Context: an optimization exercise on an open-source flow, tuned for small area, a short achievable clock period and few clock cycles per item. The choices shown serve that exercise and are no tape-out recipe. The RTL was checked by simulation tests, not by an equivalence proof against the original design. Power and IR drop assume default switching activity.

==> design.v <==
module qr_rs_decoder (
  input  wire         clk,
  input  wire         rst,
  input  wire         cmd_valid,
  output wire         cmd_ready,
  input  wire [7:0]   cmd_n,
  input  wire [4:0]   cmd_k,
  input  wire         in_valid,
  output wire         in_ready,
  input  wire [7:0]   in_data,
  output reg          res_valid,
  output reg  [1:0]   res_err,
  output reg  [2:0]   res_sub,
  output reg  [3:0]   res_nerr,
  output wire [119:0] res_eloc,
  output wire [119:0] res_emag
);
  localparam KMAX = 30;
  function [7:0] gf_mul(input [7:0] a, input [7:0] b);
    integer i;
    reg [7:0] p, x;
    begin
      p = 8'h00;
      x = a;
      for (i = 0; i < 8; i = i + 1) begin
        if (b[i]) p = p ^ x;
        x = {x[6:0], 1'b0} ^ (x[7] ? 8'h1D : 8'h00);
      end
      gf_mul = p;
    end
  endfunction
  function [7:0] alpha_pow(input integer e);
    integer i;
    reg [7:0] x;
    begin
      x = 8'h01;
      for (i = 0; i < e; i = i + 1)
        x = {x[6:0], 1'b0} ^ (x[7] ? 8'h1D : 8'h00);
      alpha_pow = x;
    end
  endfunction
  function [3:0] g16_mul(input [3:0] a, input [3:0] b);
    integer m;
    reg [3:0] x;
    begin
      g16_mul = 4'h0;
      x = a;
      for (m = 0; m < 4; m = m + 1) begin
        if (b[m]) g16_mul = g16_mul ^ x;
        x = {x[2:0], 1'b0} ^ (x[3] ? 4'h3 : 4'h0);
      end
    end
  endfunction
  function [3:0] g16_inv(input [3:0] a);
    begin
      case (a)
        4'h0: g16_inv = 4'h0;
        4'h1: g16_inv = 4'h1;
        4'h2: g16_inv = 4'h9;
        4'h3: g16_inv = 4'hE;
        4'h4: g16_inv = 4'hD;
        4'h5: g16_inv = 4'hB;
        4'h6: g16_inv = 4'h7;
        4'h7: g16_inv = 4'h6;
        4'h8: g16_inv = 4'hF;
        4'h9: g16_inv = 4'h2;
        4'hA: g16_inv = 4'hC;
        4'hB: g16_inv = 4'h5;
        4'hC: g16_inv = 4'hA;
        4'hD: g16_inv = 4'h4;
        4'hE: g16_inv = 4'h3;
        4'hF: g16_inv = 4'h8;
        default: g16_inv = 4'h0;
      endcase
    end
  endfunction
  function [7:0] gf_lin(input [63:0] cols, input [7:0] a);
    integer m;
    begin
      gf_lin = 8'h00;
      for (m = 0; m < 8; m = m + 1)
        if (a[m]) gf_lin = gf_lin ^ cols[8*m +: 8];
    end
  endfunction
  function [11:0] gf_inv_a(input [7:0] a);
    reg [7:0] t;
    reg [3:0] d;
    begin
      t = gf_lin(64'h134FC83D2B472101, a);
      d = g16_mul(g16_mul(t[7:4], t[7:4]), 4'h8) ^ g16_mul(t[7:4], t[3:0]) ^ g16_mul(t[3:0], t[3:0]);
      gf_inv_a = {t, g16_inv(d)};
    end
  endfunction
  function [7:0] gf_inv_b(input [11:0] h);
    begin
      gf_inv_b = gf_lin(64'hB6D203CF44994E01,
                        {g16_mul(h[11:8], h[3:0]), g16_mul(h[11:8] ^ h[7:4], h[3:0])});
    end
  endfunction
  function [63:0] gf_expand(input [7:0] a);
    integer m;
    reg [7:0] x;
    begin
      x = a;
      for (m = 0; m < 8; m = m + 1) begin
        gf_expand[8*m +: 8] = x;
        x = {x[6:0], 1'b0} ^ (x[7] ? 8'h1D : 8'h00);
      end
    end
  endfunction
  function [7:0] gf_mulx(input [63:0] ae, input [7:0] b);
    integer m;
    begin
      gf_mulx = 8'h00;
      for (m = 0; m < 8; m = m + 1)
        if (b[m]) gf_mulx = gf_mulx ^ ae[8*m +: 8];
    end
  endfunction
  integer i, j;
  reg       cr;
  reg       pv;
  reg [7:0] pn;
  reg [4:0] pk;
  assign cmd_ready = cr;
  wire cmd_acc = cmd_valid & cr;
  wire p_param = (pn == 8'd0) || ({3'b000, pk} > pn) || (pk > KMAX);
  reg       ir;
  reg       av, aparam, afirst, alast;
  reg [7:0] an, arem;
  reg [4:0] ak;
  assign in_ready = ir;
  wire in_acc = in_valid & ir;
  reg       dv, dfirst, dlast;
  reg [7:0] dd, dn;
  reg [4:0] dk;
  reg [7:0] syn [0:KMAX-1];
  reg       s1_full, s1_param;
  reg [7:0] s1_n;
  reg [4:0] s1_k;
  localparam [2:0] E_IDLE = 3'd0, E_TA = 3'd1, E_TB = 3'd2, E_DIV = 3'd3, E_END = 3'd4, E_T0 = 3'd5, E_T1 = 3'd6;
  localparam [2:0] K_CHIEN = 3'd0, K_PARAM = 3'd1, K_SYNZ = 3'd2, K_SUB3 = 3'd3, K_SUB5 = 3'd4;
  reg [2:0]  es;
  reg [7:0]  R [0:KMAX];
  reg [7:0]  Q [0:KMAX];
  reg [7:0]  U [0:15];
  reg [7:0]  V [0:15];
  reg [4:0]  p;          
  reg [30:0] ph;         
  reg [4:0]  d, z;
  reg [63:0] sce;        
  reg [7:0]  scn;        
  reg        first, looped;
  reg        c_idle, c_swap, c_norm, c_scale, c_shift;
  reg [11:0] lih;        
  reg [7:0]  linv;       
  reg [7:0]  rpq, qpq, sct;
  reg        ph2;        
  reg        ph2m, ph2r;  
  reg [7:0]  n2;
  reg [4:0]  k2;
  reg [2:0]  kind2;
  localparam [1:0] C_IDLE = 2'd0, C_RUN = 2'd1, C_FL1 = 2'd2, C_FL2 = 2'd3;
  reg [1:0] cs;
  reg [7:0] sg [0:15];
  reg [7:0] om [1:15];
  reg [7:0] pos;
  reg [3:0] degs;
  reg [4:0] rcnt;
  reg       den0;
  reg       emit;        
  reg       a3v;
  reg [3:0] a3idx;
  reg [7:0] a3so, a3wo;
  reg       b3v;
  reg [3:0] b3idx;
  reg [11:0] b3inv;
  reg [63:0] b3woe;
  reg [7:0] eloc [0:14];
  reg [7:0] emag [0:14];
  genvar g;
  generate
    for (g = 0; g < 15; g = g + 1) begin : g_out
      assign res_eloc[8*g +: 8] = eloc[g];
      assign res_emag[8*g +: 8] = emag[g];
    end
  endgenerate
  wire s3_ready  = (cs == C_IDLE) || (cs == C_FL2 && kind2 == K_CHIEN);
  wire s3_take   = (es == E_END) & s3_ready;
  wire s2_take   = (es == E_IDLE) & s1_full;
  wire s2_idle_n = ((es == E_IDLE) & !s1_full) | s3_take;
  wire a_param_go  = av & aparam & !s1_full & !dv;
  wire a_byte_done = in_acc & alast;
  wire a_free      = !av | a_byte_done | a_param_go;
  wire a_take      = a_free & pv;
  wire av_n        = a_take | (av & !a_free);
  wire aparam_n    = a_take ? p_param : aparam;
  wire afirst_n    = a_take | (afirst & !in_acc);
  wire s1_full_n   = (s1_full & !s2_take) | (dv & dlast) | a_param_go;
  always @(posedge clk) begin
    if (rst) begin
      cr <= 1'b1;
      pv <= 1'b0;
      av <= 1'b0;
      ir <= 1'b0;
      dv <= 1'b0;
    end else begin
      pv <= cmd_acc | (pv & !a_take);
      cr <= !(cmd_acc | (pv & !a_take));
      if (a_take)      av <= 1'b1;
      else if (a_free) av <= 1'b0;
      ir <= av_n & !aparam_n & (!afirst_n | s2_idle_n | (!s1_full_n & !a_byte_done));
      dv <= in_acc;
    end
  end
  always @(posedge clk) begin
    if (cr) begin
      pn <= cmd_n;
      pk <= cmd_k;
    end
    if (a_take) begin
      an     <= pn;
      ak     <= pk;
      aparam <= p_param;
      arem   <= pn;
      afirst <= 1'b1;
      alast  <= (pn == 8'd1);
    end else if (in_acc) begin
      arem   <= arem - 8'd1;
      afirst <= 1'b0;
      alast  <= (arem == 8'd2);
    end
    dd     <= in_data;
    dfirst <= afirst;
    dlast  <= alast;
    dn     <= an;
    dk     <= ak;
  end
  always @(posedge clk) begin
    if (dv)
      for (i = 0; i < KMAX; i = i + 1)
        syn[i] <= (gf_mul(syn[i], alpha_pow(i)) & {8{!dfirst}}) ^ dd;
  end
  always @(posedge clk) begin
    if (rst) begin
      s1_full <= 1'b0;
    end else begin
      if (s2_take) s1_full <= 1'b0;
      if (dv && dlast) s1_full <= 1'b1;
      if (a_param_go)  s1_full <= 1'b1;
    end
  end
  always @(posedge clk) begin
    if (dv && dlast) begin
      s1_param <= 1'b0;
      s1_n     <= dn;
      s1_k     <= dk;
    end
    if (a_param_go) s1_param <= 1'b1;
  end
  wire [30:0] phm = ph >> 1;
  reg  [7:0]  ra, rb, qb;
  always @* begin
    ra = 8'h00;
    rb = 8'h00;
    qb = 8'h00;
    for (j = 0; j <= KMAX; j = j + 1) begin
      ra = ra | (R[j] & {8{ph[j]}});
      rb = rb | (R[j] & {8{phm[j]}});
      qb = qb | (Q[j] & {8{phm[j]}});
    end
  end
  wire [4:0] hk = (k2 + 5'd1) >> 1;       
  reg        anynz, hi;
  always @* begin
    anynz = 1'b0;
    hi    = 1'b0;
    for (j = 0; j <= KMAX; j = j + 1) begin
      if (R[j] != 8'h00) begin
        anynz = 1'b1;
        if (j >= hk) hi = 1'b1;
      end
    end
  end
  reg  [7:0] pm [0:23];
  always @* begin
    for (j = 0; j < 24; j = j + 1)
      pm[j] = gf_mulx(sce, !ph2m ? Q[j] : (j < 7) ? Q[24+j] : (j < 23) ? V[j-7] : 8'h00);
  end
  wire [7:0] sc_next  = rpq ^ gf_mulx(sce, qpq);
  wire [7:0] sc_sel   = (es == E_TB && c_swap)            ? linv :
                        (es == E_DIV && !ph2)             ? scn  :
                        (es == E_DIV && ph2 && d != 5'd0) ? sct  : 8'h00;
  wire [7:0] rpq_next = rb ^ gf_mulx(sce, qb);
  wire ta_go = hi && (looped || anynz);
  wire ld = c_idle;
  always @(posedge clk) begin
    ph2  <= (es == E_DIV) & !ph2;
    ph2m <= (es == E_DIV) & !ph2m;
    ph2r <= (es == E_DIV) & !ph2r;
  end
  always @(posedge clk) begin
    if (rst) begin
      es     <= E_IDLE;
      c_idle <= 1'b1;
      c_swap <= 1'b0;
      c_norm <= 1'b0;
    end else begin
      case (es)
        E_IDLE: if (s1_full) es <= s1_param ? E_END : E_T0;
        E_T0:   es <= E_T1;
        E_T1:   es <= E_TA;
        E_TA:   es <= E_TB;
        E_TB:   es <= c_swap ? E_DIV : c_norm ? E_T0 : E_END;
        E_DIV:  if (d == 5'd0 && ph2) es <= E_TA;
        E_END:  if (s3_take) es <= E_IDLE;
        default: es <= E_IDLE;
      endcase
      c_idle <= s2_idle_n;
      c_swap <= (es == E_TA) && ta_go && (sct != 8'h00);
      c_norm <= (es == E_TA) && ta_go && (sct == 8'h00);
    end
  end
  always @(posedge clk) begin
    c_scale <= c_swap;
    c_shift <= (es == E_DIV) && !ph2 && (d != 5'd0);
    for (j = 0; j <= KMAX; j = j + 1)
      R[j] <= ld ? ((j < KMAX && j < s1_k) ? syn[j] : 8'h00) :
              c_swap ? Q[j] :
              c_norm ? ((j > 0) ? R[j-1] : 8'h00) :
              (j < 24) ? (ph2r ? R[j] : R[j] ^ pm[j]) :
                         (ph2r ? R[j] ^ pm[j-24] : R[j]);
    for (j = 0; j < 16; j = j + 1)
      U[j] <= ld ? ((j == 0) ? 8'h01 : 8'h00) :
              c_swap ? V[j] :
              c_norm ? ((j > 0) ? U[j-1] : 8'h00) :
              ph2r ? U[j] ^ pm[j+7] : U[j];
    if (ld) begin
      for (j = 0; j <= KMAX; j = j + 1) Q[j] <= (j == s1_k) ? 8'h01 : 8'h00;
      for (j = 0; j < 16; j = j + 1)    V[j] <= 8'h00;
    end else if (c_swap) begin
      for (j = 0; j <= KMAX; j = j + 1) Q[j] <= (j > 0) ? R[j-1] : 8'h00;
      for (j = 0; j < 16; j = j + 1)    V[j] <= (j > 0) ? U[j-1] : 8'h00;
    end else if (c_scale) begin
      for (j = 0; j < 24; j = j + 1) Q[j] <= pm[j];
    end else if (c_shift) begin
      for (j = 0; j <= KMAX; j = j + 1)
        Q[j] <= (j >= KMAX) ? 8'h00 : (j + 1 < 24 || !first) ? Q[j+1] : pm[j+1-24];
      for (j = 0; j < 16; j = j + 1)
        V[j] <= (j == 15) ? 8'h00 : first ? pm[j+8] : V[j+1];
    end
    lih  <= gf_inv_a(sct);
    linv <= gf_inv_b(lih);
    scn <= sc_sel;
    sce <= gf_expand(sc_sel);
    if (ld) begin
      n2     <= s1_n;
      k2     <= s1_k;
      kind2  <= K_PARAM;
      p      <= s1_k - 5'd1;
      for (j = 0; j <= KMAX; j = j + 1) ph[j] <= (j + 1 == s1_k);
      z      <= 5'd0;
      looped <= 1'b0;
      qpq    <= 8'h00;
    end
    case (es)
      E_T0: begin
        sct <= ra;
        rpq <= rb;
      end
      E_TA: begin
        kind2 <= (!looped && !anynz) ? K_SYNZ : !looped ? K_SUB5 : (U[0] == 8'h00) ? K_SUB3 : K_CHIEN;
      end
      E_TB: begin
        if (c_norm) z <= z + 5'd1;
        if (c_swap) begin
          rpq    <= qpq;      
          qpq    <= rpq;      
          d      <= z + 5'd1;
          z      <= 5'd0;
          first  <= 1'b1;
          looped <= 1'b1;
        end
      end
      E_DIV: begin
        if (!ph2) begin
          sct <= sc_next;
          rpq <= rpq_next;
          if (first) qpq <= gf_mulx(sce, qpq);
        end else begin
          first <= 1'b0;
          d     <= d - 5'd1;
          if (d != 5'd0) begin
            p  <= p - 5'd1;
            ph <= ph >> 1;
          end
        end
      end
      default: ;
    endcase
  end
  reg [7:0] ssum, sodd, wsum;
  always @* begin
    ssum = 8'h00;
    sodd = 8'h00;
    wsum = 8'h00;
    for (j = 0; j < 16; j = j + 1) begin
      ssum = ssum ^ sg[j];
      if (j % 2 == 0) sodd = sodd ^ sg[j];
    end
    for (j = 1; j < 16; j = j + 1) wsum = wsum ^ om[j];
  end
  wire       c3_go   = (cs == C_RUN) && ssum == 8'h00 && rcnt != {1'b0, degs};
  wire [4:0] rcnt_n  = rcnt + {4'd0, c3_go};
  wire       s3_load = s3_take && kind2 == K_CHIEN;
  always @(posedge clk) begin
    if (rst) begin
      cs        <= C_IDLE;
      res_valid <= 1'b0;
      emit      <= 1'b0;
      a3v       <= 1'b0;
      b3v       <= 1'b0;
    end else begin
      res_valid <= (s3_take && kind2 != K_CHIEN) || emit;
      emit      <= (cs == C_FL1);
      a3v       <= c3_go;
      b3v       <= a3v;
      case (cs)
        C_IDLE: if (s3_load) cs <= C_RUN;
        C_RUN:  if (pos == 8'd0 || rcnt_n == {1'b0, degs} ||
                    (pos < 8'd16 && {1'b0, rcnt} + {2'b00, pos[3:0]} + 6'd1 < {2'b00, degs})) cs <= C_FL1;
        C_FL1:  cs <= C_FL2;
        C_FL2:  cs <= s3_load ? C_RUN : C_IDLE;
      endcase
    end
  end
  always @(posedge clk) begin
    if (s3_take) begin
      for (j = 0; j < 16; j = j + 1) sg[j] <= U[15-j];
      for (j = 1; j < 16; j = j + 1) om[j] <= R[15-j];
      pos  <= n2 - 8'd1;
      degs <= k2[3:0] - p[3:0] - 4'd1;
    end else begin
      for (j = 0; j < 16; j = j + 1) sg[j] <= gf_mul(sg[j], alpha_pow(j));
      for (j = 1; j < 16; j = j + 1) om[j] <= gf_mul(om[j], alpha_pow(j));
      pos <= pos - 8'd1;
    end
    if (s3_take && kind2 != K_CHIEN) begin
      res_nerr <= 4'd0;
      case (kind2)
        K_PARAM: begin res_err <= 2'd1; res_sub <= 3'd1; end
        K_SUB3:  begin res_err <= 2'd2; res_sub <= 3'd3; end
        K_SUB5:  begin res_err <= 2'd2; res_sub <= 3'd5; end
        default: begin res_err <= 2'd0; res_sub <= 3'd0; end
      endcase
    end else if (cs == C_FL1) begin
      res_nerr <= rcnt[3:0];
      if (rcnt != {1'b0, degs}) begin
        res_err <= 2'd2;
        res_sub <= 3'd4;
      end else if (den0) begin
        res_err <= 2'd2;
        res_sub <= 3'd6;
      end else begin
        res_err <= 2'd0;
        res_sub <= 3'd0;
      end
    end
    if (s3_load) begin
      rcnt <= 5'd0;
      den0 <= 1'b0;
    end else if (c3_go) begin
      rcnt <= rcnt_n;
      if (sodd == 8'h00) den0 <= 1'b1;
    end
    if (c3_go) eloc[rcnt[3:0]] <= pos;
    a3idx <= rcnt[3:0];
    a3so  <= sodd;
    a3wo  <= wsum;
    b3idx <= a3idx;
    b3inv <= gf_inv_a(a3so);
    b3woe <= gf_expand(a3wo);
    if (b3v) emag[b3idx] <= gf_mulx(b3woe, gf_inv_b(b3inv));
  end
endmodule
==> flow/run.sh <==
#!/bin/bash
# The standard layout (standard.sh: the ORFS flow, synthesis unchanged), with
#  - port buffers of buf_4 rather than the resizer's weakest buffer, and
#  - timing repair (after CTS and after global routing) aiming for 8.5 ns of
#    setup slack, i.e. a 3.5 ns register-to-register delay.
# Each tool writes its full log under orfs/logs; the make output goes to standard.log.
set -euo pipefail
export BUFFER_PORTS_ARGS="-buffer_cell sky130_fd_sc_hd__buf_4"
export SETUP_SLACK_MARGIN=8.5
bash standard.sh > standard.log 2>&1
==> standard.sh <==
#!/bin/bash
# synth_recipe.tcl (not shown) runs the flow's synth.tcl, then flattens the netlist and writes it again
# the make line also repeats each setting of config.mk as NAME=value (left out here)
make -C /OpenROAD-flow-scripts/flow DESIGN_CONFIG=/design/flow/config.mk WORK_HOME=/design/flow/orfs CLKGATE_MAP_FILE= SYNTH_SCRIPT=/design/flow/synth_recipe.tcl "${@:-finish}"
==> config.mk <==
export PLATFORM = sky130hd
export DESIGN_NAME = qr_rs_decoder
export DESIGN_NICKNAME = qr_rs_decoder
export VERILOG_FILES = /design/flow/design.v
export SDC_FILE = /design/flow/constraint.sdc
export NUM_CORES = 8
export LEC_CHECK = 0
export CAP_MARGIN = 20
export CORE_MARGIN = 2
export CORE_UTILIZATION = 45
export CTS_CLUSTER_DIAMETER = 80
export CTS_CLUSTER_SIZE = 20
export PLACE_DENSITY = 0.65
export SLEW_MARGIN = 20
==> constraint.sdc <==
create_clock -name core_clock -period 12.0 [get_ports {clk}]
set_input_delay 2.4000 -clock core_clock [delete_from_list [all_inputs] [get_ports {clk}]]
set_output_delay 2.4000 -clock core_clock [all_outputs]
set_load 0.01 [all_outputs]
==> results of run 1 <==
-- cells by family after synthesis --
family | count (synthesis) | share of synthesized area
simple gates | 4197 | 0.141
xor+xnor | 3338 | 0.251
compound gates | 2846 | 0.147
flops | 1805 | 0.396
buf+inv | 1132 | 0.0364
mux | 228 | 0.0214
fa+ha+maj | 60 | 0.00647
-- cells in the mapped netlist (all sizes together) (76+ instances only) --
master,count,area share
a21oi,716,0.030
a222oi,77,0.0065
a22oi,542,0.034
buf,187,0.0065
clkbuf,862,0.027
dfxtp,734,0.12
edfxtp,1071,0.27
inv,80,0.0025
mux2,194,0.018
nand2,2857,0.091
nand4,76,0.0040
nor2,927,0.029
nor4,84,0.0044
o211ai,268,0.017
o21ai,1004,0.042
xnor2,1906,0.14
xor2,1411,0.10
-- metal layers --
layer | up-vias | GRT usage | part of all wire
li1 | 45900 | - | -
met1 | 52500 | 0.520 | 0.36
met2 | 8849 | 0.589 | 0.41
met3 | 2285 | 0.138 | 0.14
met4 | 46 | 0.325 | 0.097
met5 | - | 0.00216 | 0.00089
-- cell type report --
type | instances | area [sq um]
Fill cell | 24300 | 128000
Multi-Input combinational cell | 10700 | 69500
Sequential cell | 1805 | 47100
Timing Repair Buffer | 769 | 7560
Tap cell | 3515 | 4400
Clock buffer | 168 | 3470
Clock inverter | 73 | 1060
Inverter | 83 | 337
Antenna cell | 57 | 143
-- registers in the layout, indices dropped and copies added (netlist names), 12 cells and up --
signal  flops
emag      120
V         128
sce        22
R         248
lih        12
b3woe      29
om        120
eloc      120
syn       240
ph         31
b3inv      12
Q         248
U         128
sg        128
-- how the worst max path moves through the flow --
stage,to
2_1_floorplan,alast
3_3_place_gp,c_swap
3_5_place_dp,emag[0][6]
4_1_cts,res_eloc[104]
5_1_grt,res_eloc[104]
6_report,res_eloc[40]
-- timing repair --
item,CTS,global route
gates resized for setup,387,370
cloned,2,13
setup buffers,93,94
endpoints found under the setup margin,1219,948
pin swaps,49,82
hold buffers,0,0
-- power groups by stage --
stage | Clock, W | Sequential, W | Combinational (W)
after floorplan | 0 | 0.0111 | 0.0119
after global placement | 0 | 0.0115 | 0.0165
after detailed placement | 0 | 0.0114 | 0.0167
after CTS | 0.00492 | 0.0122 | 0.0202
after global routing | 0.00513 | 0.0123 | 0.0286
final | 0.00494 | 0.0122 | 0.0274
-- through the flow --
stage	setup slack (ns)	power [W]	util	instances	hold WS, ns
2_1_floorplan	8.50	0.0230	-	13600	0.310
3_3_place_gp	7.09	0.0280	0.471	16600	0.317
3_5_place_dp	7.19	0.0282	0.471	16600	0.314
4_1_cts	8.03	0.0373	0.499	17000	0.339
5_1_grt	8.03	0.0460	0.509	17100	0.352
6_report	8.08	0.0446	0.510	17100	0.337
==> flow_summary.json, run 1 <==
{
  "status": "complete, no violations",
  "drtAntennaViolNets": 0,
  "dp_hpwl_mm": 398,
  "max_freq_mhz": 255,
  "gp_congestion": 1.10,
  "setup_viol_count_final": 0,
  "max_stage_delay_ns": 0.46,
  "arrival_ns": 1.52,
  "drive_gt1_frac": 0.121,
  "p_sw_w": 0.0182,
  "cts.path.max_buffers": 3,
  "ys_seq_elements": 1805,
  "stdcell_area_sq_um": 134000,
  "critPathRequiredTime_ns": 9.60,
  "clkPwrFrac": 0.111,
  "yosys_most_used_dff": "edfxtp_1",
  "initial_core_util": 0.452,
  "power.density_nw_per_um2": 334,
  "drt-vias-per-instance": 6.39,
  "drv_cap": 0,
  "antenna_found_initial": 76,
  "route.vias.total": 110000,
  "seq_area_frac_synth": 0.396,
  "finalWorstPathRequiredPeriod_ns": 3.92,
  "post_dp_cell_area_sq_um": 124000,
  "r2r-start": "sg[4][6]",
  "finalHoldViolCount": 0,
  "nets": 13500,
  "clk_pin_slew_ns": 0.08,
  "syn2layout_area_growth_pct": 12.8,
  "num_rows": 188,
  "overflow": 0,
  "die-area_sq_um": 267000,
  "firstDrtPassIters": 10,
  "p_int_w": 0.0263,
  "synth.net_count": 13700,
  "core_area_sq_um": 262000,
  "async_reset_ff_frac": 0,
  "ir_drop_mv": 1.99,
  "numPortBuffers": 276,
  "cp_slowest_cell": "edfxtp_1",
  "critPathBufInv": 1,
  "synth-edff-count": 1071,
  "crit_fanout": 1,
  "fin_crit_sh": 0.327,
  "final_common_cell": "nand2_1",
  "reg2reg_to": "cs[1]",
  "drtIter0Drc": 17900,
  "tightest_slew_ns": 1.37,
  "maxSlewViolCount": 0,
  "reg2reg_slack_ns": 8.30,
  "p_comb_frac": 0.615,
  "switching_share": 0.409,
  "worstSetupPathDepth": 1,
  "hold_path_end": "b3idx[2]",
  "skew_ns": 0.0782,
  "grt_max_degree": 209,
  "cellLeakagePower_nw": 44.0,
  "path_delay_family": "flip-flops",
  "syn_area_per_cell_sq_um": 8.70,
  "htreeDepth": 4,
  "synthCells": 13600,
  "grt_pass1_wl_mm": 787,
  "finalSetupTns_ns": 0,
  "grt_pass1_vias": 98100,
  "critPathLaunchType": "register",
  "startpoint": "eloc[5][0]",
  "seqPwrFrac": 0.274,
  "maxSlewHeadroom": 0.0838,
  "whs_path_depth": 0,
  "die_y_microns": 517,
  "cts_buffers": 130,
  "routed_wl_mm": 584,
  "rsz0062_at_grt": "true",
  "track_usage": 0.417,
  "endpoint_kind": "output port",
  "holdCritStartpoint": "a3idx[2]",
  "final_cell_mix": "nand2_1 (2841), xnor2_1 (1736), xor2_1 (1391), edfxtp_1 (1071), o21ai_0 (979)",
  "drc_errors": 0,
  "yosys_warnings": 9,
  "synth.distinct_cells": 80,
  "clk_latency_ns": 0.90,
  "dieWidth_microns": 517,
  "drt-wirelength-per-cell_microns": 34.0,
  "path_class": "reg2out",
  "worstHoldPathType": "reg2reg",
  "r2r_cells": 20,
  "cts_tree": "yes",
  "pin_count": 277,
  "worstPathCellList": "buf_6",
  "cts_sinks": 1805,
  "cts-root-buf": "clkbuf_16",
  "netlist_area_sq_um": 118000
}
Testbench counts, summed over its fixed seeds: cycles 23,072, blocks 240.
==> inputs of run 2 (changes only) <==
==> flow/run.sh (replaced) <==
#!/bin/bash
# The standard layout (standard.sh: the ORFS flow, synthesis unchanged), with
#  - port buffers of buf_4 rather than the resizer's weakest buffer, and
#  - timing repair (after CTS and after global routing) aiming for 8.2 ns of
#    setup slack, i.e. a 3.8 ns register-to-register delay.
# Each tool writes its full log under orfs/logs; the make output goes to standard.log.
set -euo pipefail
export BUFFER_PORTS_ARGS="-buffer_cell sky130_fd_sc_hd__buf_4"
export SETUP_SLACK_MARGIN=8.2
bash standard.sh > standard.log 2>&1
==> flow_summary.json, run 2 <==
{
  "status": "complete, no violations",
  "critPathBufInv": 0,
  "dieWidth_microns": 517,
  "dr_wl_met2_mm": 233,
  "synthCells": 13600,
  "met3_wirelength_mm": 79.3,
  "overflow": 0,
  "worstPathCellList": "a22oi_1 > nand2_1 > a221oi_1 > nand4_1 > xnor2_1 > xnor3_1 > mux2i_1 > o21ai_1",
  "maxSlewViolCount": 0,
  "p_comb_frac": 0.543,
  "drtIter0Drc": 18300,
  "grt_pass1_wl_mm": 788,
  "final_cell_mix": "nand2_1 (2848), xnor2_1 (1807), xor2_1 (1399), edfxtp_1 (1071), o21ai_0 (990)",
  "die-area_sq_um": 267000,
  "whs_path_depth": 0,
  "highest_layer": "met5",
  "maxSlewHeadroom": 0.117,
  "synth.top_cell.area_share": 0.272,
  "synth.distinct_cells": 80,
  "worstHoldPathType": "reg2reg",
  "dp_slack_ns": 7.26,
  "crit_fanout": 6,
  "synth_most_common_cell": "nand2_1",
  "initial_core_util": 0.452,
  "syn2layout_area_growth_pct": 10.7,
  "hold_path_end": "b3idx[0]",
  "p_int_w": 0.0223,
  "synth-edff-count": 1071,
  "cts_sinks": 1805,
  "r2r_cells": 8,
  "arrival_ns": 4.56,
  "netlist_area_sq_um": 118000,
  "endpoint_kind": "register",
  "yosys_most_used_dff": "edfxtp_1",
  "switching_share": 0.407,
  "track_usage": 0.417,
  "clkPwrFrac": 0.132,
  "clk_latency_ns": 0.90,
  "seqPwrFrac": 0.325,
  "dp_hpwl_mm": 402,
  "cp_slowest_cell": "edfxtp_1",
  "finalWorstPathRequiredPeriod_ns": 3.95,
  "r2r-start": "R[17][2]",
  "grt_pass1_vias": 97600,
  "critPathRequiredTime_ns": 12.61,
  "drv_cap": 0,
  "finalSetupTns_ns": 0,
  "reg.largest.list": "Q (248), R (248), syn (240)",
  "tightest_slew_ns": 1.33,
  "drt-vias-per-instance": 6.40,
  "gp_congestion": 1.11,
  "clk_pin_slew_ns": 0.10,
  "route.vias.total": 109000,
  "core_area_sq_um": 262000,
  "grt_max_degree": 189,
  "layout_setup_ws_ns": 8.05,
  "cts-root-buf": "clkbuf_16",
  "skew_ns": 0.0457,
  "numPortBuffers": 276,
  "die_y_microns": 517,
  "fin_util": 0.500,
  "seq_area_frac_synth": 0.396,
  "holdCritStartpoint": "a3idx[0]",
  "routed_wl_mm": 577,
  "wl_met1_mm": 210,
  "power.density_nw_per_um2": 287,
  "syn_area_per_cell_sq_um": 8.70,
  "path_class": "reg2reg",
  "critPathLaunchType": "register",
  "max_stage_delay_ns": 0.78,
  "firstDrtPassIters": 8,
  "rsz0062_at_grt": "true",
  "fillers": 24400,
  "yosysTopAreaCell": "edfxtp_1",
  "final_common_cell": "nand2_1",
  "max_freq_mhz": 253,
  "cts.path.max_buffers": 3,
  "ir_drop_mv": 4.02,
  "ys_seq_elements": 1805,
  "cellLeakagePower_nw": 43.1,
  "htreeDepth": 4,
  "finalHoldViolCount": 0,
  "drtAntennaViolNets": 0,
  "pin_count": 277,
  "hold_buffers": 0,
  "holdWs_ns": 0.331,
  "drt-wirelength-per-cell_microns": 33.9,
  "p_sw_w": 0.0153,
  "path_delay_family": "compound AO/OA/AOI/OAI gates",
  "fin_crit_sh": 0.329,
  "drc_errors": 0,
  "async_reset_ff_frac": 0,
  "antenna_found_initial": 73,
  "reg2reg_slack_ns": 8.05,
  "synth.net_count": 13700,
  "cts_tree": "yes",
  "cts_buffers": 131,
  "synth.top_cells.by_area": "edfxtp_1 (27%), xnor2_1 (14%), dfxtp_1 (12%)",
  "setup_viol_count_final": 0,
  "nets": 13400,
  "drive_gt1_frac": 0.102,
  "ys_top_cells_by_count": "nand2_1 (2853), xnor2_1 (1894), xor2_1 (1405)",
  "num_rows": 188,
  "yosys_warnings": 9,
  "reg2reg_to": "rpq[2]"
}
==> run 2: cell types whose count changed in the layout (fill, tap and decap cells not counted), moves of 17 or more <==
cell	before	now
buf_6	292	255
a22oi_2	32	11
buf_4	422	398
xnor2_1	1736	1807
dfxtp_1	621	654
xnor2_2	159	92
dfxtp_2	63	44
buf_12	32	15
a22oi_1	510	531
==> run 2: power groups by stage <==
stage                     logic, W  registers [W]  clock network (W)
after global placement      0.0163         0.0114                  0
after CTS                   0.0200         0.0122            0.00494
after global routing        0.0219         0.0123            0.00514
after floorplan             0.0119         0.0111                  0
final                       0.0204         0.0122            0.00496
after detailed placement    0.0170         0.0117                  0
==> run 2: how the worst max path moves through the flow <==
stage	from	endpoint	cells past startpoint
5_1_grt	eloc[13][3]	res_eloc[107]	1
4_1_cts	eloc[12][5]	res_eloc[101]	1
6_report	R[17][2]	rpq[2]	8
2_1_floorplan	in_valid	alast	6
3_3_place_gp	ph2m	R[18][6]	11
3_5_place_dp	sg[0][3]	cs[0]	20
==> run 2: kinds of logic after synthesis <==
group,synth area share
compound gates,0.147
xor+xnor,0.251
fa+ha+maj,0.00647
buf+inv,0.0364
mux,0.0214
simple gates,0.141
flops,0.396
==> run 2: layout make-up <==
cell class                      instances  area, sq um  share of cell area
Clock buffer                          176         3560              0.0271
Clock inverter                         67          951             0.00725
Tap cell                             3515         4400              0.0336
Sequential cell                      1805        47000               0.359
Multi-Input combinational cell      10700        68400               0.522
Inverter                               83          342             0.00261
Antenna cell                           60          150             0.00115
Timing Repair Buffer                  671         6210              0.0474
==> run 2: metrics by stage <==
stage	cells	area (sq um)	total power, W
finish	17000	131000	0.0376
floorplan	13600	118000	0.0230
detailed placement	16700	124000	0.0287
global route	17000	131000	0.0393
global placement	16700	124000	0.0277
CTS	17000	130000	0.0371
==> run 2: what timing repair did <==
item | 4_1_cts | 5_1_grt
pin swaps | 25 | 16
setup buffers | 23 | 33
resized for setup | 238 | 209
endpoints found under the setup margin | 968 | 756
gates cloned | 1 | 1
==> run 2: layer usage <==
layer  GRT usage  vias to the layer above
li1            -                    45700
met1       0.528                    52300
met2       0.588                     8895
met3       0.130                     2156
met4       0.323                       44
met5           0                        -
==> inputs of run 3 (changes only) <==
==> flow/run.sh (replaced) <==
#!/bin/bash
# The standard layout (standard.sh: the ORFS flow, synthesis unchanged), with
#  - port buffers of buf_4 rather than the resizer's weakest buffer, and
#  - timing repair (after CTS and after global routing) aiming for 8.8 ns of
#    setup slack, i.e. a 3.2 ns register-to-register delay.
# Each tool writes its full log under orfs/logs; the make output goes to standard.log.
set -euo pipefail
export BUFFER_PORTS_ARGS="-buffer_cell sky130_fd_sc_hd__buf_4"
export SETUP_SLACK_MARGIN=8.8
bash standard.sh > standard.log 2>&1
==> flow_summary.json, run 3 <==
{
  "cts_buffers": 130,
  "drc_errors": 0,
  "tightest_slew_ns": 1.28,
  "fin_crit_sh": 0.322,
  "p_sw_w": 0.0206,
  "drv_cap": 0,
  "grt_max_degree": 162,
  "core_area_sq_um": 262000,
  "drtIter0Drc": 18200,
  "clk_latency_ns": 0.90,
  "setup_viol_count_final": 0,
  "antenna_found_initial": 76,
  "route.vias.total": 112000,
  "synth.top_cells.by_area": "edfxtp_1 (27%), xnor2_1 (14%), dfxtp_1 (12%)",
  "clkPwrFrac": 0.095,
  "synth.distinct_cells": 80,
  "gp_congestion": 1.10,
  "final_common_cell": "nand2_1",
  "arrival_ns": 1.47,
  "cts_sinks": 1805,
  "die_y_microns": 517,
  "maxSlewViolCount": 0,
  "p_int_w": 0.0310,
  "routed_wl_mm": 598,
  "finalWorstPathRequiredPeriod_ns": 3.87,
  "finalHoldViolCount": 0,
  "firstDrtPassIters": 12,
  "rsz0062_at_grt": "true",
  "overflow": 0,
  "yosysTopAreaCell": "edfxtp_1",
  "multi_input_area_sq_um": 71200,
  "path_class": "reg2out",
  "critPathLaunchType": "register",
  "endpoint_kind": "output port",
  "finalSetupTns_ns": 0,
  "final_cell_mix": "nand2_1 (2812), xnor2_1 (1648), xor2_1 (1380), edfxtp_1 (1071), o21ai_0 (961)",
  "async_reset_ff_frac": 0,
  "ys_seq_elements": 1805,
  "cts-root-buf": "clkbuf_16",
  "max_freq_mhz": 259,
  "initial_core_util": 0.452,
  "synth.net_count": 13700,
  "pin_count": 277,
  "drive_gt1_frac": 0.154,
  "ir_drop_mv": 2.62,
  "maxSlewHeadroom": 0.139,
  "fin_util": 0.528,
  "power.density_nw_per_um2": 373,
  "crit_fanout": 3,
  "track_usage": 0.428,
  "critPathRequiredTime_ns": 9.60,
  "drt-wirelength-per-cell_microns": 34.4,
  "grt_pass1_vias": 99200,
  "regArea_sq_um": 47100,
  "seqPwrFrac": 0.239,
  "dieWidth_microns": 517,
  "syn2layout_area_growth_pct": 16.8,
  "reg.largest.list": "Q (248), R (248), syn (240)",
  "synth.top_cell.area_share": 0.272,
  "skew_ns": 0.0718,
  "synth-edff-count": 1071,
  "fillers": 23700,
  "cts.path.max_buffers": 3,
  "numPortBuffers": 276,
  "htreeDepth": 4,
  "die-area_sq_um": 267000,
  "worstHoldPathType": "reg2reg",
  "yosys_most_used_dff": "edfxtp_1",
  "drt-vias-per-instance": 6.41,
  "ys_top_cells_by_count": "nand2_1 (2853), xnor2_1 (1894), xor2_1 (1405)",
  "p_comb_frac": 0.666,
  "netlist_area_sq_um": 118000,
  "cellLeakagePower_nw": 46.2,
  "synthCells": 13600,
  "num_rows": 188,
  "seq_area_frac_synth": 0.396,
  "power_w": 0.0516,
  "clk_pin_slew_ns": 0.09,
  "holdWs_ns": 0.346,
  "dp.cells": 16700,
  "switching_share": 0.398,
  "syn_area_per_cell_sq_um": 8.70,
  "drtAntennaViolNets": 0,
  "synth_most_common_cell": "nand2_1",
  "status": "complete, no violations",
  "dp_hpwl_mm": 404,
  "finalNonFillerCells": 17400,
  "nets": 13800,
  "grt_pass1_wl_mm": 807,
  "yosys_warnings": 9,
  "cts_tree": "yes"
}
[run 3: cell counts after synthesis]
Identical to the previous run, type by type.
[run 3: cell type report]
class | count | area share
repair buffers | 1027 | 0.0756
multi-input cells | 10700 | 0.515
well taps | 3515 | 0.0318
flip-flops and latches | 1805 | 0.341
clock buffers | 171 | 0.0253
clock inverters | 68 | 0.00702
diodes | 59 | 0.00107
repair inverters | 3 | 0.000190
inverters | 83 | 0.00270
[run 3: per-layer routing]
| layer | wire length, microns | vias up | part of all wire | GRT usage |
|---|---|---|---|---|
| met3 | 87100 | 2321 | 0.15 | 0.158 |
| met1 | 213000 | 53500 | 0.36 | 0.529 |
| li1 | - | 46500 | - | - |
| met4 | 56600 | 42 | 0.095 | 0.332 |
| met2 | 241000 | 9311 | 0.40 | 0.601 |
| met5 | 319 | - | 0.00053 | 0 |
[run 3: power by group through the flow]
stage	clock network [W]	registers, W	logic, W
after floorplan	0	0.0119	0.0138
after global placement	0	0.0115	0.0179
after detailed placement	0	0.0116	0.0180
after CTS	0.00490	0.0122	0.0314
after global routing	0.00512	0.0124	0.0356
final	0.00492	0.0123	0.0343
[run 3: what timing repair did]
item / in CTS / in global routing
setup endpoints to repair: 1748 / 1012
hold buffers: 0 / 0
pin swaps: 142 / 198
setup buffers: 243 / 152
resized for setup: 629 / 550
gates cloned: 17 / 7
[run 3: worst paths after layout]
path	from	to	slack, ns	depth (start not counted)
worst min register to register	an[6]	dn[6]	0.35	0
worst min-delay path	an[6]	dn[6]	0.35	0
worst max register to register	sg[8][1]	cs[0]	8.21	20
worst max-delay path	cr	cmd_ready	8.13	2
[run 3: logic make-up (layout without fill, tap and decap cells)]
kind of cell    after synthesis  after routing  share of synthesized area
compound gates             2846           2846                      0.147
xor+xnor                   3338           3339                      0.251
fa+ha+maj                    60             60                    0.00647
buf+inv                    1132           1352                     0.0364
flops                      1805           1805                      0.396
mux                         228            228                     0.0214
other cells                   0             59                          0
simple gates               4197           4199                      0.141
[run 3: through the flow]
| stage | setup WS (ns) | cell area, sq um |
|---|---|---|
| 2_1_floorplan | 8.69 | 119000 |
| 3_3_place_gp | 7.30 | 124000 |
| 3_5_place_dp | 7.37 | 124000 |
| 4_1_cts | 8.10 | 134000 |
| 5_1_grt | 8.05 | 138000 |
| 6_report | 8.13 | 138000 |
[run 3: critical path, stage by stage, from the launching register on]
cell     delay [ns]
dfxtp_2        0.33
buf_12         0.13
buf_6          0.11
==> inputs of run 4 (changes only) <==
--- a/design.v
+++ b/design.v
@@ -140,8 +140,8 @@
   localparam [2:0] E_IDLE = 3'd0, E_TA = 3'd1, E_TB = 3'd2, E_DIV = 3'd3, E_END = 3'd4, E_T0 = 3'd5, E_T1 = 3'd6;
   localparam [2:0] K_CHIEN = 3'd0, K_PARAM = 3'd1, K_SYNZ = 3'd2, K_SUB3 = 3'd3, K_SUB5 = 3'd4;
   reg [2:0]  es;
-  reg [7:0]  R [0:KMAX];
-  reg [7:0]  Q [0:KMAX];
+  reg [7:0]  R [0:KMAX-1];
+  reg [7:0]  Q [0:KMAX-1];
   reg [7:0]  U [0:15];
   reg [7:0]  V [0:15];
   reg [4:0]  p;          
@@ -155,7 +155,6 @@
   reg [7:0]  linv;       
   reg [7:0]  rpq, qpq, sct;
   reg        ph2;        
-  reg        ph2m, ph2r;  
   reg [7:0]  n2;
   reg [4:0]  k2;
   reg [2:0]  kind2;
@@ -174,7 +173,7 @@
   reg       b3v;
   reg [3:0] b3idx;
   reg [11:0] b3inv;
-  reg [63:0] b3woe;
+  reg [7:0] b3wo;
   reg [7:0] eloc [0:14];
   reg [7:0] emag [0:14];
   genvar g;
@@ -263,7 +262,7 @@
     ra = 8'h00;
     rb = 8'h00;
     qb = 8'h00;
-    for (j = 0; j <= KMAX; j = j + 1) begin
+    for (j = 0; j < KMAX; j = j + 1) begin
       ra = ra | (R[j] & {8{ph[j]}});
       rb = rb | (R[j] & {8{phm[j]}});
       qb = qb | (Q[j] & {8{phm[j]}});
@@ -274,7 +273,7 @@
   always @* begin
     anynz = 1'b0;
     hi    = 1'b0;
-    for (j = 0; j <= KMAX; j = j + 1) begin
+    for (j = 0; j < KMAX; j = j + 1) begin
       if (R[j] != 8'h00) begin
         anynz = 1'b1;
         if (j >= hk) hi = 1'b1;
@@ -284,7 +283,7 @@
   reg  [7:0] pm [0:23];
   always @* begin
     for (j = 0; j < 24; j = j + 1)
-      pm[j] = gf_mulx(sce, !ph2m ? Q[j] : (j < 7) ? Q[24+j] : (j < 23) ? V[j-7] : 8'h00);
+      pm[j] = gf_mulx(sce, !ph2 ? Q[j] : (j < 6) ? Q[24+j] : (j == 6) ? 8'h00 : (j < 23) ? V[j-7] : 8'h00);
   end
   wire [7:0] sc_next  = rpq ^ gf_mulx(sce, qpq);
   wire [7:0] sc_sel   = (es == E_TB && c_swap)            ? linv :
@@ -295,8 +294,6 @@
   wire ld = c_idle;
   always @(posedge clk) begin
     ph2  <= (es == E_DIV) & !ph2;
-    ph2m <= (es == E_DIV) & !ph2m;
-    ph2r <= (es == E_DIV) & !ph2r;
   end
   always @(posedge clk) begin
     if (rst) begin
@@ -323,28 +320,29 @@
   always @(posedge clk) begin
     c_scale <= c_swap;
     c_shift <= (es == E_DIV) && !ph2 && (d != 5'd0);
-    for (j = 0; j <= KMAX; j = j + 1)
-      R[j] <= ld ? ((j < KMAX && j < s1_k) ? syn[j] : 8'h00) :
+    for (j = 0; j < KMAX; j = j + 1)
+      R[j] <= ld ? ((j < s1_k) ? syn[j] : 8'h00) :
               c_swap ? Q[j] :
               c_norm ? ((j > 0) ? R[j-1] : 8'h00) :
-              (j < 24) ? (ph2r ? R[j] : R[j] ^ pm[j]) :
-                         (ph2r ? R[j] ^ pm[j-24] : R[j]);
+              (j < 24) ? (ph2 ? R[j] : R[j] ^ pm[j]) :
+                         (ph2 ? R[j] ^ pm[j-24] : R[j]);
     for (j = 0; j < 16; j = j + 1)
       U[j] <= ld ? ((j == 0) ? 8'h01 : 8'h00) :
               c_swap ? V[j] :
               c_norm ? ((j > 0) ? U[j-1] : 8'h00) :
-              ph2r ? U[j] ^ pm[j+7] : U[j];
+              ph2 ? U[j] ^ pm[j+7] : U[j];
     if (ld) begin
-      for (j = 0; j <= KMAX; j = j + 1) Q[j] <= (j == s1_k) ? 8'h01 : 8'h00;
+      for (j = 0; j < KMAX; j = j + 1) Q[j] <= (j == s1_k) ? 8'h01 : 8'h00;
       for (j = 0; j < 16; j = j + 1)    V[j] <= 8'h00;
     end else if (c_swap) begin
-      for (j = 0; j <= KMAX; j = j + 1) Q[j] <= (j > 0) ? R[j-1] : 8'h00;
+      for (j = 0; j < KMAX; j = j + 1) Q[j] <= (j > 0) ? R[j-1] : 8'h00;
       for (j = 0; j < 16; j = j + 1)    V[j] <= (j > 0) ? U[j-1] : 8'h00;
     end else if (c_scale) begin
       for (j = 0; j < 24; j = j + 1) Q[j] <= pm[j];
     end else if (c_shift) begin
-      for (j = 0; j <= KMAX; j = j + 1)
-        Q[j] <= (j >= KMAX) ? 8'h00 : (j + 1 < 24 || !first) ? Q[j+1] : pm[j+1-24];
+      for (j = 0; j < KMAX; j = j + 1)
+        Q[j] <= (j == KMAX - 1) ? {7'd0, first & ph[KMAX-1]} :
+                (j + 1 < 24 || !first) ? Q[j+1] : pm[j+1-24];
       for (j = 0; j < 16; j = j + 1)
         V[j] <= (j == 15) ? 8'h00 : first ? pm[j+8] : V[j+1];
     end
@@ -478,7 +476,7 @@
     a3wo  <= wsum;
     b3idx <= a3idx;
     b3inv <= gf_inv_a(a3so);
-    b3woe <= gf_expand(a3wo);
-    if (b3v) emag[b3idx] <= gf_mulx(b3woe, gf_inv_b(b3inv));
+    b3wo  <= a3wo;
+    if (b3v) emag[b3idx] <= gf_mul(b3wo, gf_inv_b(b3inv));
   end
 endmodule
==> flow/run.sh (replaced) <==
#!/bin/bash
# The standard layout (standard.sh: the ORFS flow, synthesis unchanged), with
#  - port buffers of buf_4 rather than the resizer's weakest buffer, and
#  - timing repair (after CTS and after global routing) aiming for 8.5 ns of
#    setup slack, i.e. a 3.5 ns register-to-register delay.
# Each tool writes its full log under orfs/logs; the make output goes to standard.log.
set -euo pipefail
export BUFFER_PORTS_ARGS="-buffer_cell sky130_fd_sc_hd__buf_4"
export SETUP_SLACK_MARGIN=8.5
bash standard.sh > standard.log 2>&1
==> flow_summary.json, run 4 <==
{
  "critPathLaunchType": "register",
  "synth-edff-count": 1063,
  "cts_sinks": 1766,
  "routed_wl_mm": 557,
  "cts_buffers": 119,
  "critPathRequiredTime_ns": 9.60,
  "track_usage": 0.404,
  "grt_pass1_vias": 96500,
  "grt_max_degree": 123,
  "numPortBuffers": 276,
  "rsz0062_at_grt": "true",
  "grt_pass1_wl_mm": 764,
  "cellLeakagePower_nw": 43.3,
  "finalWorstPathRequiredPeriod_ns": 3.99,
  "cts.path.max_buffers": 3,
  "max_freq_mhz": 251,
  "clk_pin_slew_ns": 0.08,
  "path_delay_family": "flip-flops",
  "die-area_sq_um": 264000,
  "drt-vias-per-instance": 6.37,
  "yosys_most_used_dff": "edfxtp_1",
  "syn2layout_area_growth_pct": 11.9,
  "max_stage_delay_ns": 0.51,
  "power.density_nw_per_um2": 419,
  "firstDrtPassIters": 10,
  "yosysTopAreaCell": "edfxtp_1",
  "fillers": 24000,
  "cp_slowest_cell": "edfxtp_1",
  "worstHoldPathType": "reg2reg",
  "crit_fanout": 1,
  "hold_buffers": 0,
  "syn_area_per_cell_sq_um": 8.68,
  "synth.top_cell.area_share": 0.273,
  "drtAntennaViolNets": 0,
  "nets": 13400,
  "core_area_sq_um": 259000,
  "antenna_found_initial": 56,
  "synth.top_cells.by_area": "edfxtp_1 (27%), xnor2_1 (14%), dfxtp_1 (12%)",
  "cts_tree": "yes",
  "synth_most_common_cell": "nand2_1",
  "clk_latency_ns": 0.94,
  "yosys_warnings": 9,
  "worstPathCellList": "buf_6",
  "drt-wirelength-per-cell_microns": 33.1,
  "stdcell_area_sq_um": 131000,
  "die_y_microns": 514,
  "ys_top_cells_by_count": "nand2_1 (2848), xnor2_1 (1933), xor2_1 (1371)",
  "tightest_slew_ns": 1.30,
  "htreeDepth": 3,
  "synthCells": 13500,
  "path_class": "reg2out",
  "drc_errors": 0,
  "netlist_area_sq_um": 117000,
  "setup_viol_count_final": 0,
  "drive_gt1_frac": 0.115,
  "reg.largest.list": "Q (240), R (240), syn (240)",
  "synth.net_count": 13600,
  "cts-root-buf": "clkbuf_16",
  "arrival_ns": 1.59,
  "async_reset_ff_frac": 0,
  "ys_seq_elements": 1766,
  "finalHoldViolCount": 0,
  "ir_drop_mv": 3.02,
  "dp_hpwl_mm": 383,
  "route.vias.total": 107000,
  "final_cell_mix": "nand2_1 (2837), xnor2_1 (1805), xor2_1 (1355), edfxtp_1 (1063), o21ai_0 (987)",
  "maxSlewViolCount": 0,
  "gp_congestion": 1.13,
  "critPathBufInv": 1,
  "post_dp_cell_area_sq_um": 122000,
  "fin_crit_sh": 0.332,
  "final_common_cell": "nand2_1",
  "finalSetupTns_ns": 0,
  "synth.distinct_cells": 79,
  "overflow": 0,
  "pin_count": 277,
  "drtIter0Drc": 18000,
  "drv_cap": 0,
  "endpoint_kind": "output port",
  "initial_core_util": 0.452,
  "seq_area_frac_synth": 0.393,
  "num_rows": 187,
  "skew_ns": 0.116,
  "dieWidth_microns": 514,
  "status": "complete, no violations",
  "maxSlewHeadroom": 0.124
}
-- run 4: cell count changes after synthesis, moves of 14 or more --
cell      change
buf_1        +58
a22oi_1      +35
a222oi_1     -29
clkbuf_1     -53
a21oi_1      -39
o211ai_1     -23
nand3_1      +14
xnor2_1      +39
xor2_1       -34
nor2_1       -33
dfxtp_1      -31
-- run 4: repair_timing --
action	in CTS	in global routing
buffers inserted	77	80
cloned	5	4
gates resized for setup	352	300
pin swaps	43	70
setup endpoints to repair	1465	1031
-- run 4: path summary, 6_finish.rpt --
| path | start | to | slack [ns] | cells past startpoint |
|---|---|---|---|---|
| max | res_sub[1] | res_sub[1] | 8.01 | 1 |
| min | a3wo[6] | b3wo[6] | 0.33 | 0 |
| max reg2reg | R[9][4] | sct[4] | 8.21 | 4 |
| min reg2reg | a3wo[6] | b3wo[6] | 0.33 | 0 |
-- run 4: through the flow --
stage	instances	util	setup WS, ns	power (W)	hold WS, ns
3_3_place_gp	16400	0.471	7.57	0.0309	0.311
3_5_place_dp	16400	0.471	7.50	0.0308	0.313
2_1_floorplan	13500	-	8.51	0.0291	0.310
4_1_cts	16700	0.497	7.96	0.0497	0.332
6_report	16800	0.505	8.01	0.0548	0.328
5_1_grt	16800	0.505	7.98	0.0563	0.334
-- run 4: logic make-up (layout without fill, tap and decap cells) --
group           Yosys count  in the layout  synth area share
compound gates         2782           2782             0.145
xor+xnor               3344           3347             0.255
fa+ha+maj                61             61           0.00665
buf+inv                1128           1048            0.0364
flops                  1766           1766             0.393
mux                     224            224            0.0213
other cells               0             38                 0
simple gates           4176           4178             0.143
-- run 4: report_power, final --
group | internal, W | leakage [nW] | switching (W)
Combinational | 0.0169 | 24.5 | 0.0187
Clock | 0.00215 | 2.02 | 0.00251
Sequential | 0.0125 | 16.8 | 0.00203
Total | 0.0316 | 43.3 | 0.0233
-- run 4: cell type report --
cell class	count	area, sq um	share of cell area
Multi-Input combinational cell	10600	68800	0.526
Clock inverter	63	836	0.00638
Sequential cell	1766	46200	0.353
Clock buffer	164	3290	0.0251
Inverter	88	357	0.00272
Tap cell	3402	4260	0.0325
Antenna cell	38	95.1	0.000726
Timing Repair Buffer	733	7030	0.0537
-- run 4: routing by layer --
metal | up-vias | share of wire | track usage | routed length (microns)
met2 | 8537 | 0.41 | 0.574 | 226000
met3 | 2038 | 0.14 | 0.140 | 79900
li1 | 45300 | - | - | -
met5 | - | 0.00038 | 0 | 209
met1 | 51400 | 0.36 | 0.508 | 201000
met4 | 28 | 0.090 | 0.290 | 49900
Testbench counts of run 4, summed over its fixed seeds: cycles 23,072, blocks 240.
==> inputs of run 5 (changes only) <==
--- a/config.mk
+++ b/config.mk
@@ -7,8 +7,8 @@
 export LEC_CHECK = 0
 export CAP_MARGIN = 20
 export CORE_MARGIN = 2
-export CORE_UTILIZATION = 45
+export CORE_UTILIZATION = 42
 export CTS_CLUSTER_DIAMETER = 80
 export CTS_CLUSTER_SIZE = 20
-export PLACE_DENSITY = 0.65
+export PLACE_DENSITY = 0.6
 export SLEW_MARGIN = 20
==> flow_summary.json, run 5 <==
{
  "tightest_slew_ns": 1.28,
  "grt_pass1_wl_mm": 780,
  "drive_gt1_frac": 0.117,
  "cp_slowest_cell": "edfxtp_1",
  "die_y_microns": 532,
  "arrival_ns": 1.56,
  "post_dp_cell_area_sq_um": 123000,
  "multi_input_area_sq_um": 69100,
  "route.vias.total": 107000,
  "dieWidth_microns": 532,
  "critPathRequiredTime_ns": 9.60,
  "netlist_area_sq_um": 117000,
  "syn2layout_area_growth_pct": 12.4,
  "cts_sinks": 1766,
  "finalHoldViolCount": 0,
  "critPathLaunchType": "register",
  "num_rows": 193,
  "maxSlewViolCount": 0,
  "endpoint_kind": "output port",
  "max_freq_mhz": 252,
  "cts-root-buf": "clkbuf_16",
  "synth.top_cells.by_area": "edfxtp_1 (27%), xnor2_1 (14%), dfxtp_1 (12%)",
  "pin_count": 277,
  "overflow": 0,
  "reg.largest.list": "Q (240), R (240), syn (240)",
  "max_stage_delay_ns": 0.51,
  "drt-vias-per-instance": 6.25,
  "worstHoldPathType": "reg2reg",
  "startpoint": "res_sub[1]",
  "synth.distinct_cells": 79,
  "antenna_found_initial": 67,
  "nets": 13400,
  "finalSetupTns_ns": 0,
  "drtIter0Drc": 17800,
  "synth.net_count": 13600,
  "stdcell_area_sq_um": 132000,
  "async_reset_ff_frac": 0,
  "power_w": 0.0541,
  "clk_latency_ns": 0.91,
  "syn_area_per_cell_sq_um": 8.68,
  "track_usage": 0.384,
  "synthCells": 13500,
  "initial_core_util": 0.423,
  "fin_crit_sh": 0.330,
  "path_class": "reg2out",
  "drc_errors": 0,
  "finalWorstPathRequiredPeriod_ns": 3.96,
  "synth-edff-count": 1063,
  "drv_cap": 0,
  "final_common_cell": "nand2_1",
  "r2r-start": "b3inv[10]",
  "ir_drop_mv": 2.53,
  "drt-wirelength-per-cell_microns": 33.3,
  "yosysTopAreaCell": "edfxtp_1",
  "ys_seq_elements": 1766,
  "synth.top_cell.area_share": 0.273,
  "skew_ns": 0.0971,
  "maxSlewHeadroom": 0.146,
  "final_cell_mix": "nand2_1 (2837), xnor2_1 (1757), xor2_1 (1358), edfxtp_1 (1063), o21ai_0 (986)",
  "crit_fanout": 1,
  "cellLeakagePower_nw": 43.3,
  "clk_pin_slew_ns": 0.09,
  "core_area_sq_um": 277000,
  "grt_pass1_vias": 95900,
  "rsz0062_at_grt": "true",
  "numPortBuffers": 276,
  "cts.path.max_buffers": 3,
  "regArea_sq_um": 46200,
  "synth_most_common_cell": "nand2_1",
  "yosys_most_used_dff": "edfxtp_1",
  "power.density_nw_per_um2": 411,
  "dp_hpwl_mm": 393,
  "fin_util": 0.475,
  "grt_max_degree": 198,
  "seq_area_frac_synth": 0.393,
  "routed_wl_mm": 571,
  "yosys_warnings": 9,
  "fillers": 26400,
  "path_delay_family": "flip-flops",
  "holdCritStartpoint": "a3wo[6]",
  "worstPathCellList": "buf_6",
  "setup_viol_count_final": 0,
  "cts_buffers": 121,
  "ys_top_cells_by_count": "nand2_1 (2848), xnor2_1 (1933), xor2_1 (1371)",
  "gp_congestion": 1.14,
  "cts_tree": "yes",
  "status": "complete, no violations",
  "drtAntennaViolNets": 0,
  "die-area_sq_um": 283000,
  "htreeDepth": 3,
  "critPathBufInv": 1,
  "firstDrtPassIters": 10
}
-- run 5: cell count changes in the layout (fill, tap and decap cells not counted), sizes merged --
cell      before   now
clkinv        24    26
xnor3         32    34
buf          729   723
bufbuf         1     0
nand2       2849  2848
diode         38    48
or3           10    11
clkbuf       167   175
or2           10    11
inv          114   117
bufinv         9     2
clkinvlp       4     0
-- run 5: power by group --
group / switching [W] / internal, W
clock network: 0.00253 / 0.00210
logic: 0.0187 / 0.0161
registers: 0.00202 / 0.0127
-- run 5: final cells by class --
type / instances / share of cell area
antenna: 48 / 0.000913
clock buffer: 171 / 0.0258
clock inverter: 57 / 0.00556
inverter: 88 / 0.00270
multi-input combinational: 10600 / 0.526
sequential: 1766 / 0.352
tap: 3705 / 0.0352
timing repair buffer: 727 / 0.0526
-- run 5: routing by layer --
layer,global-route usage,vias up,share of wire
met1,0.492,51600,0.37
met5,0.00152,-,0.00058
li1,-,45300,-
met3,0.118,2029,0.14
met4,0.280,42,0.089
met2,0.546,8184,0.41
-- run 5: metrics by stage --
| step | worst slack, ns | hold slack [ns] | cells |
|---|---|---|---|
| after floorplan | 8.51 | 0.310 | 13500 |
| after global placement | 7.45 | 0.310 | 16700 |
| after detailed placement | 7.51 | 0.312 | 16700 |
| after CTS | 7.99 | 0.320 | 17000 |
| after global routing | 8.02 | 0.330 | 17100 |
| final | 8.04 | 0.320 | 17200 |
-- run 5: path summary, 6_finish.rpt --
path         slack (ns)  cells past startpoint          end
max                8.04                      1   res_sub[1]
min reg2reg        0.32                      0      b3wo[6]
max reg2reg        8.32                      9  emag[13][4]
min                0.32                      0      b3wo[6]
-- run 5: kinds of logic (layout without fill, tap and decap cells) --
family | count (synthesis) | count (layout) | synth area share
muxes | 224 | 224 | 0.0213
other | 0 | 48 | 0
buffers and inverters | 1128 | 1043 | 0.0364
and+or+nand+nor | 4176 | 4179 | 0.143
DFF | 1766 | 1766 | 0.393
xor gates and xnor gates | 3344 | 3349 | 0.255
AOI/OAI and AO/OA | 2782 | 2782 | 0.145
adders and majority gates | 61 | 61 | 0.00665
-- run 5: timing repair --
item                                     CTS  global route
cloned                                     6             6
resized for setup                        327           327
endpoints found under the setup margin  1436           891
hold buffers                               0             0
buffers inserted                          59            87
pin swaps                                 34           103

## re-timing with driven ports
The results above use ideal ports. As a check the final layouts listed here were re-extracted and re-timed, cells and wires unchanged.
Step 1 sets driving cells, clkbuf_16 on the clock port and buf_2 on the other inputs (assumed; they add their load-dependent delay and slew).
Step 2 moves the port delays by t, midway between the first and last clock arrival at a register: inputs arrive t later, outputs are due t later. That takes back most of the time a late clock gives input paths.
Three values: no drivers, after step 1, after step 2; two values: the first two.
| run | t, ns | slack for setup (ns) | hold WS [ns] | worst setup path at the end | latest minus earliest clock arrival (ns) |
|---|---|---|---|---|---|
| run 1 | 0.962 | 8.080 / 7.978 / 7.727 | 0.337 / 0.337 / 0.337 | input to register | 0.084 / 0.084 |
| run 2 | 0.975 | 8.054 / 7.967 / 7.645 | 0.331 / 0.331 / 0.331 | input to register | 0.054 / 0.054 |
| run 3 | 0.955 | 8.132 / 8.041 / 8.037 | 0.346 / 0.346 / 0.346 | input to register | 0.075 / 0.075 |
| run 4 | 0.995 | 8.010 / 7.903 / 7.925 | 0.328 / 0.328 / 0.328 | input to register | 0.128 / 0.128 |
| run 5 | 0.959 | 8.038 / 7.938 / 7.880 | 0.320 / 0.320 / 0.320 | input to register | 0.098 / 0.098 |
After both steps setup and hold are still met in every run listed. For run 2, which loses most, drivers alone change the setup slack by -0.087 ns; drivers and shift together by -0.409 ns.
